Source: an optimization exercise on an open RTL-to-GDS flow (aim: small area). Production flows keep margins and buffers that such runs may drop. The RTL was checked by simulation tests, not by an equivalence proof against the original design. Power figures rest on the tool's default switching activity, not on a simulated workload.

P:
==> flow/design.v <==
module solarmon_engine (
    input  wire        clk,
    input  wire        rst,
    input  wire        start,
    input  wire        tick,
    output wire [31:0] status,
    output wire [7:0]  dest_addr,
    output wire        link_own,
    output wire        tx_req,
    output wire [8:0]  tx_len,
    input  wire [7:0]  tx_addr,
    output wire [7:0]  tx_data,
    input  wire        tx_done,
    input  wire        tx_err,
    input  wire [8:0]  tx_count,
    output wire        rx_req,
    input  wire        rx_valid,
    input  wire        rx_empty,
    input  wire        rx_err,
    input  wire [7:0]  rx_data,
    input  wire [7:0]  buf_addr,
    output wire [7:0]  buf_data
);
    localparam [3:0] S_IDLE       = 4'd0,
                     S_RST_TX     = 4'd1,
                     S_RESET      = 4'd2,
                     S_ID_TX      = 4'd3,
                     S_ID_RX      = 4'd4,
                     S_IDENTIFIED = 4'd5,
                     S_REG_TX     = 4'd6,
                     S_REG_RX     = 4'd7,
                     S_REGISTERED = 4'd8,
                     S_POLL_TX    = 4'd9,
                     S_POLL_RX    = 4'd10,
                     S_POLLED     = 4'd11,
                     S_SUCCESS    = 4'd12,
                     S_FAILED     = 4'd13;
    localparam [2:0] F_WRITE  = 3'd1,
                     F_READ   = 3'd2,
                     F_SHORT  = 3'd3,
                     F_TOOBIG = 3'd4,
                     F_SERIAL = 3'd5;
    localparam [15:0] CS_RESET = 16'h0000 - (16'hA5 + 16'hA5 + 16'h01 + 16'h00 + 16'h30 + 16'h44);
    localparam [15:0] CS_ID    = 16'h0000 - (16'hA5 + 16'hA5 + 16'h01 + 16'h00 + 16'h30 + 16'h40);
    localparam [15:0] CS_POLL  = 16'h0000 - (16'hA5 + 16'hA5 + 16'h01 + 16'h01 + 16'h31 + 16'h42);
    localparam [15:0] CS_REG0  = 16'h0000 - (16'hA5 + 16'hA5 + 16'h01 + 16'h00 + 16'h30 + 16'h41 + 16'h02);
    reg [3:0]  ctl;
    reg [7:0]  rx_buf [0:255];
    reg [8:0]  rx_count;
    reg        rx_term;
    reg        last_lf;        
    reg [1:0]  empty_cnt;
    reg [1:0]  cnt;            
    reg [2:0]  fail_reason;
    reg [3:0]  fail_state;
    reg [15:0] rcsum;          
    wire is_tx   = (ctl == S_RST_TX) || (ctl == S_ID_TX) ||
                   (ctl == S_REG_TX) || (ctl == S_POLL_TX);
    wire is_rx   = (ctl == S_ID_RX) || (ctl == S_REG_RX) || (ctl == S_POLL_RX);
    wire busy    = (ctl != S_IDLE) && (ctl != S_SUCCESS) && (ctl != S_FAILED);
    wire done    = (ctl == S_SUCCESS) || (ctl == S_FAILED);
    wire is_fail = (ctl == S_FAILED);
    wire [1:0] result_code = is_fail ? {1'b1, fail_state[3]} : 2'd0;
    wire dest1   = ((ctl >= S_POLL_TX) && (ctl <= S_SUCCESS)) ||
                   (is_fail && fail_state[3]);
    wire backoff = (cnt != 2'd0);
    assign status    = {7'd0, rx_count, rx_term, fail_state, fail_reason,
                        result_code, done, busy, ctl};
    assign dest_addr = {7'd0, dest1};
    assign link_own  = busy;
    assign tx_req    = is_tx;
    assign rx_req    = is_rx && !backoff;
    assign buf_data  = rx_buf[buf_addr];
    wire [1:0] step_code = ((ctl == S_POLL_TX) || (ctl == S_POLL_RX) ||
                            (ctl == S_POLLED)) ? 2'd3 : 2'd2;
    wire [7:0]  serial_n = rx_buf[6];
    wire        is_reg   = (ctl == S_REG_TX);
    wire [7:0]  pl_len   = is_reg ? serial_n + 8'd1 : 8'd0;      
    assign tx_len        = 9'd11 + {1'b0, pl_len};
    reg [7:0]  f_dest, f_ctrl, f_func;
    reg [15:0] f_csum;
    always @(*) begin
        case (ctl)
            S_RST_TX: begin f_dest = 8'h00; f_ctrl = 8'h30; f_func = 8'h44; f_csum = CS_RESET; end
            S_ID_TX:  begin f_dest = 8'h00; f_ctrl = 8'h30; f_func = 8'h40; f_csum = CS_ID;    end
            S_REG_TX: begin f_dest = 8'h00; f_ctrl = 8'h30; f_func = 8'h41; f_csum = rcsum;    end
            default:  begin f_dest = 8'h01; f_ctrl = 8'h31; f_func = 8'h42; f_csum = CS_POLL;  end
        endcase
    end
    wire [8:0] tail = {1'b0, tx_addr} - 9'd7 - {1'b0, pl_len};    
    reg  [7:0] tx_byte;
    always @(*) begin
        if (tx_addr == 8'd0 || tx_addr == 8'd1)
            tx_byte = 8'hA5;
        else if (tx_addr == 8'd2)
            tx_byte = 8'h01;
        else if (tx_addr == 8'd3)
            tx_byte = f_dest;
        else if (tx_addr == 8'd4)
            tx_byte = f_ctrl;
        else if (tx_addr == 8'd5)
            tx_byte = f_func;
        else if (tx_addr == 8'd6)
            tx_byte = pl_len;
        else if (tail == 9'h1FF)
            tx_byte = 8'h01;                    
        else if (tail[8])
            tx_byte = rx_buf[tx_addr];          
        else if (tail[1:0] == 2'd0)
            tx_byte = f_csum[15:8];
        else if (tail[1:0] == 2'd1)
            tx_byte = f_csum[7:0];
        else if (tail[1:0] == 2'd2)
            tx_byte = 8'h0A;
        else
            tx_byte = 8'h0D;
    end
    assign tx_data = tx_byte;
    wire       serial_oor = ({1'b0, serial_n} + 9'd7) > rx_count;
    wire       serial_big = serial_n >= 8'd240;
    wire [8:0] rx_count_inc = rx_count + 9'd1;
    wire       byte_term    = last_lf && (rx_data == 8'h0D);
    wire       byte_done    = byte_term || (rx_count[7:0] == 8'hFF);
    wire       empty_done   = (empty_cnt == 2'd3);
    wire       take         = is_rx && !backoff;
    wire [7:0] pos7         = rx_count[7:0] - 8'd7;
    wire       in_sum       = (rx_count[7:0] == 8'd6) ||
                              ((rx_count[7:0] >= 8'd7) && (pos7 < serial_n));
    task fail(input [2:0] reason);
        begin
            fail_reason <= reason;
            fail_state  <= ctl;
            ctl         <= S_FAILED;
        end
    endtask
    task start_read;
        begin
            rx_count  <= 9'd0;
            rx_term   <= 1'b0;
            last_lf   <= 1'b0;
            empty_cnt <= 2'd0;
            cnt       <= 2'd0;
            rcsum     <= CS_REG0;
        end
    endtask
    always @(posedge clk) begin
        if (take && rx_valid)
            rx_buf[rx_count[7:0]] <= rx_data;
    end
    always @(posedge clk) begin
        if (rst) begin
            ctl         <= S_IDLE;
            rx_count    <= 9'd0;
            rx_term     <= 1'b0;
            last_lf     <= 1'b0;
            empty_cnt   <= 2'd0;
            cnt         <= 2'd0;
            fail_reason <= 3'd0;
            fail_state  <= 4'd0;
        end else begin
            case (ctl)
                S_IDLE:
                    if (start)
                        ctl <= S_RST_TX;
                S_RST_TX, S_ID_TX, S_REG_TX, S_POLL_TX:
                    if (tx_err || (tx_done && tx_count != tx_len)) begin
                        fail(F_WRITE);
                    end else if (tx_done) begin
                        case (ctl)
                            S_RST_TX: ctl <= S_RESET;
                            S_ID_TX:  begin start_read; ctl <= S_ID_RX;   end
                            S_REG_TX: begin start_read; ctl <= S_REG_RX;  end
                            default:  begin start_read; ctl <= S_POLL_RX; end
                        endcase
                    end
                S_RESET:
                    if (tick) begin
                        cnt <= cnt + 2'd1;
                        if (cnt == 2'd2)
                            ctl <= S_ID_TX;
                    end
                S_IDENTIFIED:
                    if (tick) begin
                        cnt <= cnt + 2'd1;
                        if (cnt == 2'd2) begin
                            if (serial_oor)
                                fail(F_SERIAL);
                            else if (serial_big)
                                fail(F_TOOBIG);
                            else
                                ctl <= S_REG_TX;
                        end
                    end
                S_ID_RX, S_REG_RX, S_POLL_RX:
                    if (backoff) begin
                        if (tick)
                            cnt <= cnt + 2'd1;
                    end else if (rx_err) begin
                        fail(F_READ);
                    end else if (rx_valid) begin
                        rx_count  <= rx_count_inc;
                        last_lf   <= (rx_data == 8'h0A);
                        empty_cnt <= 2'd0;
                        if (in_sum)
                            rcsum <= rcsum - {8'd0, rx_data};
                        if (byte_done) begin
                            rx_term <= byte_term;
                            if (rx_count_inc < 9'd7)
                                fail(F_SHORT);
                            else if (ctl == S_ID_RX)
                                ctl <= S_IDENTIFIED;
                            else if (ctl == S_REG_RX)
                                ctl <= S_REGISTERED;
                            else
                                ctl <= S_POLLED;
                        end
                    end else if (rx_empty) begin
                        empty_cnt <= empty_cnt + 2'd1;
                        if (empty_done) begin
                            if (rx_count < 9'd7)
                                fail(F_SHORT);
                            else if (ctl == S_ID_RX)
                                ctl <= S_IDENTIFIED;
                            else if (ctl == S_REG_RX)
                                ctl <= S_REGISTERED;
                            else
                                ctl <= S_POLLED;
                        end else begin
                            cnt <= 2'd2;
                        end
                    end
                S_REGISTERED:
                    if (!start && !tick)
                        ctl <= S_POLL_TX;
                S_POLLED:
                    if (!start && !tick) begin
                        if (rx_count >= 9'd27)
                            ctl <= S_SUCCESS;
                        else
                            fail(F_SHORT);
                    end
                default: ;   
            endcase
        end
    end
endmodule
export LEC_CHECK = 0
export CAP_MARGIN = 20
export CORE_MARGIN = 2
export CORE_UTILIZATION = 40
export SLEW_MARGIN = 20
create_clock -name core_clock -period 10.0 [get_ports {clk}]
run.sh (not shown) runs the stock make flow with config.mk's settings and CLKGATE_MAP_FILE= SYNTH_SCRIPT=/design/flow/synth_recipe.tcl, a recipe that flattens the netlist after the stock synthesis.
No stage failed in P, and the final checks on the layout all came back clean.
Setup changes, P to Q
==> flow/flow/run.sh (new file) <==
#!/bin/bash
# Own flow: the standard layout (standard.sh, unchanged synthesis), with
# the port buffers made of the smallest buffer cell and a clock tree built
# without dummy loads. Each tool's output goes to a log file in this folder.
set -euo pipefail
cd "$(dirname "$0")/.."
export BUFFER_PORTS_ARGS="-buffer_cell sky130_fd_sc_hd__buf_1"
export CTS_ARGS="-sink_clustering_enable -repair_clock_nets -dont_use_dummy_load -sink_clustering_size 25 -sink_clustering_max_diameter 90"
bash standard.sh synth > flow_synth.log 2>&1
bash standard.sh floorplan > flow_floorplan.log 2>&1
bash standard.sh place > flow_place.log 2>&1
bash standard.sh cts > flow_cts.log 2>&1
bash standard.sh finish > flow_finish.log 2>&1
==> flow/standard.sh (new file) <==
#!/bin/bash
# synth_recipe.tcl (not shown) runs the flow's synth.tcl, then flattens the netlist and writes it again
# the make line also repeats each setting of config.mk as NAME=value (left out here)
make -C /OpenROAD-flow-scripts/flow DESIGN_CONFIG=/design/flow/config.mk WORK_HOME=/design/flow/orfs CLKGATE_MAP_FILE= SYNTH_SCRIPT=/design/flow/synth_recipe.tcl "${@:-finish}"
removed: flow/run.sh
==> comparison <==
Summary of Q over P: routed length on met3 rose 5.5%, global-route usage has increased, highest attainable clock frequency shows an increase of 0.013 GHz, fraction of power consumed by combinational cells now larger, non-clock buffer share of cell area did not really move.
NOTE routed metal-1 wirelength P->Q increased slightly
P was larger in final cell area than Q.
Relative to P, multi-input combinational area share has gone up in Q.

what the ideal ports hide:
The flow's constraints put no driver on any port. The routed layouts listed below were extracted and timed again, unchanged, in two steps.
Step 1: set_driving_cell puts a clkbuf_16 on clk and a buf_2 on each other input, an assumption about the parent block.
Step 2 moves the port delays by t, midway between the first and last clock arrival at a register: inputs arrive t later, outputs are due t later. That takes back most of the time a late clock gives input paths.
Three values: ideal ports, drivers, drivers and shift; two values: the first two.
| run | shift t [ns] | setup slack, ns | clock arrival spread, ns | slew at the worst register clock pin (ns) | cell pins on the clock port's net |
|---|---|---|---|---|---|
| P | 0.964 | 0.781 / 0.683 / 1.038 | 0.045 / 0.045 | 0.07 / 0.07 | 1 |
| Q | 0.877 | 1.766 / 1.680 / 1.680 | 0.095 / 0.095 | 0.11 / 0.11 | 1 |
After both steps setup and hold are still met in every run listed. For Q, which loses most, drivers alone change the setup slack by -0.086 ns; drivers and shift together by -0.086 ns.
